Context: an optimization exercise on an open-source flow, tuned for small area, a short achievable clock period and few clock cycles per item. The choices shown serve that exercise and are no tape-out recipe.
In this exercise RTL edits were held to simulation tests only and were not proved equivalent to the original.
No activity file was given, so power comes from the tool's default toggle rates.

Design llf, start of the top module:
module llf (
    input  wire        clk,
    input  wire        rst,
    input  wire        rx_req_valid,
    input  wire [15:0] rx_req_cap,
    output wire        rx_req_ready,
    output wire        rx_resp_valid,
    output wire [1:0]  rx_resp_status,
    output wire [15:0] rx_resp_len,
    input  wire        src_valid,
    input  wire        src_err,
    input  wire [7:0]  src_data,
    output wire        src_ready,
    output wire        rxbuf_we,
    output wire [15:0] rxbuf_addr,
    output wire [7:0]  rxbuf_data,
    input  wire        tx_req_valid,
    input  wire        tx_req_pay,
    input  wire [15:0] tx_req_len,
    output wire        tx_req_ready,
    output wire        tx_resp_valid,
    output wire [2:0]  tx_resp_status,
    output wire        txpay_rd,
    output wire [15:0] txpay_addr,
    input  wire [7:0]  txpay_data,
    output wire        sink_valid,
    output wire [7:0]  sink_data,
    output wire        sink_last,
    input  wire        sink_ready,
    input  wire        sink_resp_valid,
    input  wire        sink_resp_err,
    input  wire [16:0] sink_resp_count
);
    llf_rx u_rx (
        .clk            (clk),
        .rst            (rst),
        .rx_req_valid   (rx_req_valid),
        .rx_req_cap     (rx_req_cap),
        .rx_req_ready   (rx_req_ready),
  ...
Size in the first run: ~1100 cells after synthesis, roughly 8600 sq um of cells after synthesis.
Settings: LEC_CHECK=0, ABC_AREA=1, ABC_CLOCK_PERIOD_IN_PS=1500, CAP_MARGIN=20, CORE_MARGIN=2, CORE_UTILIZATION=40, CTS_BUF_LIST=sky130_fd_sc_hd__clkbuf_8, CTS_CLUSTER_DIAMETER=150, CTS_CLUSTER_SIZE=40, SETUP_SLACK_MARGIN=2.2, SLEW_MARGIN=20, TNS_END_PERCENT=0; clock period 4.0 ns.
standard.sh (not shown) runs the stock make flow with config.mk's settings and CLKGATE_MAP_FILE= SYNTH_SCRIPT=/design/flow/synth_recipe.tcl, a recipe that flattens the netlist after the stock synthesis.
==> flow/flow/run.sh <==
#!/bin/bash
# The standard layout, with the port buffers made of sky130_fd_sc_hd__buf_2
# cells instead of the default choice. Every port still gets its buffer.
bash standard.sh "BUFFER_PORTS_ARGS=-buffer_cell sky130_fd_sc_hd__buf_2" finish > standard.log 2>&1
Testbench counts at the start, summed over its fixed seeds: cycles 124,644, bytes 105,422.
==> next run, changes <==
--- a/flow/config.mk
+++ b/flow/config.mk
@@ -13,4 +13,3 @@
 export CTS_BUF_LIST = sky130_fd_sc_hd__clkbuf_8
-export CTS_CLUSTER_DIAMETER = 150
-export CTS_CLUSTER_SIZE = 40
+export CTS_CLUSTER_SIZE = 32
 export SETUP_SLACK_MARGIN = 2.2
=> The changed run went through all stages and came out clean. Die area does not change. Wire length stays the same. Final area does not change. Cell count is unchanged. Global-route usage stays the same. Count of clock-buffer cells in the layout does not change. Worst setup slack does not change. Synthesized area does not change.

* * *

llf, a different RTL version from the one above (not shown whole).
Size: about 1100 cells after synthesis, about 160 flip-flops, ~150 I/O pins, about 8500 um2 of cells after synthesis.
==> flow/config.mk <==
export PLATFORM = sky130hd
export DESIGN_NAME = llf
export DESIGN_NICKNAME = llf
export VERILOG_FILES = /design/flow/design.v
export SDC_FILE = /design/flow/constraint.sdc
export NUM_CORES = 4
export LEC_CHECK = 0
export ABC_AREA = 1
export ABC_CLOCK_PERIOD_IN_PS = 1500
export CAP_MARGIN = 20
export CORE_MARGIN = 2
export CORE_UTILIZATION = 40
export CTS_BUF_LIST = sky130_fd_sc_hd__clkbuf_8
export CTS_CLUSTER_SIZE = 32
export GPL_ROUTABILITY_DRIVEN = 0
export SETUP_SLACK_MARGIN = 2.2
export SLEW_MARGIN = 20
export TNS_END_PERCENT = 0
==> flow/constraint.sdc <==
create_clock -name core_clock -period 4.0 [get_ports {clk}]
set_input_delay 0.8000 -clock core_clock [delete_from_list [all_inputs] [get_ports {clk}]]
set_output_delay 0.8000 -clock core_clock [all_outputs]
set_load 0.01 [all_outputs]
==> flow/flow/run.sh <==
#!/bin/bash
# The standard layout, with the port buffers made of sky130_fd_sc_hd__buf_1
# cells instead of the default choice. Every port still gets its buffer.
bash standard.sh "BUFFER_PORTS_ARGS=-buffer_cell sky130_fd_sc_hd__buf_1" finish > standard.log 2>&1
Testbench counts at the start, summed over its fixed seeds: cycles 124,644, bytes 105,422.
Edit:
--- a/flow/config.mk
+++ b/flow/config.mk
@@ -12 +12 @@
-export CORE_UTILIZATION = 40
+export CORE_UTILIZATION = 55
@@ -15 +14,0 @@
-export GPL_ROUTABILITY_DRIVEN = 0
Effect:
- area after synthesis stays the same
- routed wire length shrinks by a few percent
- sequential share of layout area came out higher by 0.28 points
Edit:
--- a/flow/config.mk
+++ b/flow/config.mk
@@ -8 +7,0 @@
-export ABC_AREA = 1
@@ -12 +11 @@
-export CORE_UTILIZATION = 55
+export CORE_UTILIZATION = 40
The changed run completed with no timing, DRC or antenna violations.
Core utilization falls by 18 points.
Area after synthesis falls by 6.3%.
Clock skew rises by 4.2 ps.
Synthesized cell count falls by about 25%.

* * *

Setup of before:
Another version of the RTL of llf (not shown whole).
Size: ~890 cells after synthesis, about 160 flip-flops, ~150 I/O pins.
==> flow/design.v (excerpt) <==
module llf (
    input  wire        clk,
    input  wire        rst,
    input  wire        rx_req_valid,
    input  wire [15:0] rx_req_cap,
    output wire        rx_req_ready,
    output wire        rx_resp_valid,
    output wire [1:0]  rx_resp_status,
    output wire [15:0] rx_resp_len,
    input  wire        src_valid,
    input  wire        src_err,
    input  wire [7:0]  src_data,
    output wire        src_ready,
    output wire        rxbuf_we,
    output wire [15:0] rxbuf_addr,
    output wire [7:0]  rxbuf_data,
    input  wire        tx_req_valid,
    input  wire        tx_req_pay,
    input  wire [15:0] tx_req_len,
    output wire        tx_req_ready,
    output wire        tx_resp_valid,
    output wire [2:0]  tx_resp_status,
    output wire        txpay_rd,
    output wire [15:0] txpay_addr,
    input  wire [7:0]  txpay_data,
    output wire        sink_valid,
    output wire [7:0]  sink_data,
    output wire        sink_last,
    input  wire        sink_ready,
    input  wire        sink_resp_valid,
    input  wire        sink_resp_err,
    input  wire [16:0] sink_resp_count
);
    llf_rx u_rx (
        .clk            (clk),
        .rst            (rst),
        .rx_req_valid   (rx_req_valid),
        .rx_req_cap     (rx_req_cap),
        .rx_req_ready   (rx_req_ready),
  ...
export LEC_CHECK = 0
export ABC_CLOCK_PERIOD_IN_PS = 1500
export CAP_MARGIN = 20
export CORE_MARGIN = 2
export CORE_UTILIZATION = 40
export SETUP_SLACK_MARGIN = 2.2
export SLEW_MARGIN = 20
create_clock -name core_clock -period 4.0 [get_ports {clk}]
run.sh (not shown) runs the stock make flow with config.mk's settings and CLKGATE_MAP_FILE= SYNTH_SCRIPT=/design/flow/synth_recipe.tcl, a recipe that flattens the netlist after the stock synthesis.
Stock flow here: none of the scripts above is used.
Testbench counts of before, summed over its fixed seeds: cycles 124,644, bytes 105,422.
### before -> after
Settings: TNS_END_PERCENT newly set to 0.
Results
Detailed-route wire length per cell of after falls short of that of before by a few percent.
Changes observed in after relative to before: share of the clock period used by the worst path went down, leakage power summed over all cells lost 13%, fraction of area in registers went up.
Of the two candidates, before has the worse power and after the better one.

==> re-timing with driven ports <==
The flow's constraints put no driver on any port. The routed layouts listed below were extracted and timed again, unchanged, in two steps.
Step 1 (the two cells are an assumption about what drives the block):
set clk [get_ports {clk}]
set_driving_cell -lib_cell sky130_fd_sc_hd__clkbuf_16 $clk
set_driving_cell -lib_cell sky130_fd_sc_hd__buf_2 [delete_from_list [all_inputs] $clk]
Step 2 adds t to the input delays and takes it off the output delays; t is the mean of the earliest and latest rising clock arrival at the registers after step 1. Input paths then give back, and output paths get back, about the clock's delay inside the block.
a / b / c = ideal / step 1 / step 2; a / b = the first two.
run	t, ns	slack for setup (ns)	hold slack, ns	worst data-port slew with drivers (ns)
the first run of note 1	0.492	2.154 / 2.127 / 1.667	0.461 / 0.461 / 0.461	0.07
the second run of note 1	0.492	2.154 / 2.127 / 1.667	0.461 / 0.461 / 0.461	0.07
the first run of note 2	0.498	2.125 / 2.085 / 1.663	0.451 / 0.451 / 0.451	0.05
the second run of note 2	0.480	2.081 / 2.065 / 1.619	0.460 / 0.460 / 0.460	0.04
the third run of note 2	0.488	1.838 / 1.858 / 1.370	0.469 / 0.469 / 0.469	0.06
before	0.463	1.864 / 1.864 / 1.593	0.481 / 0.481 / 0.481	0.08
after	0.468	1.889 / 1.878 / 1.449	0.476 / 0.476 / 0.476	0.07
After both steps setup and hold are still met in every run listed.
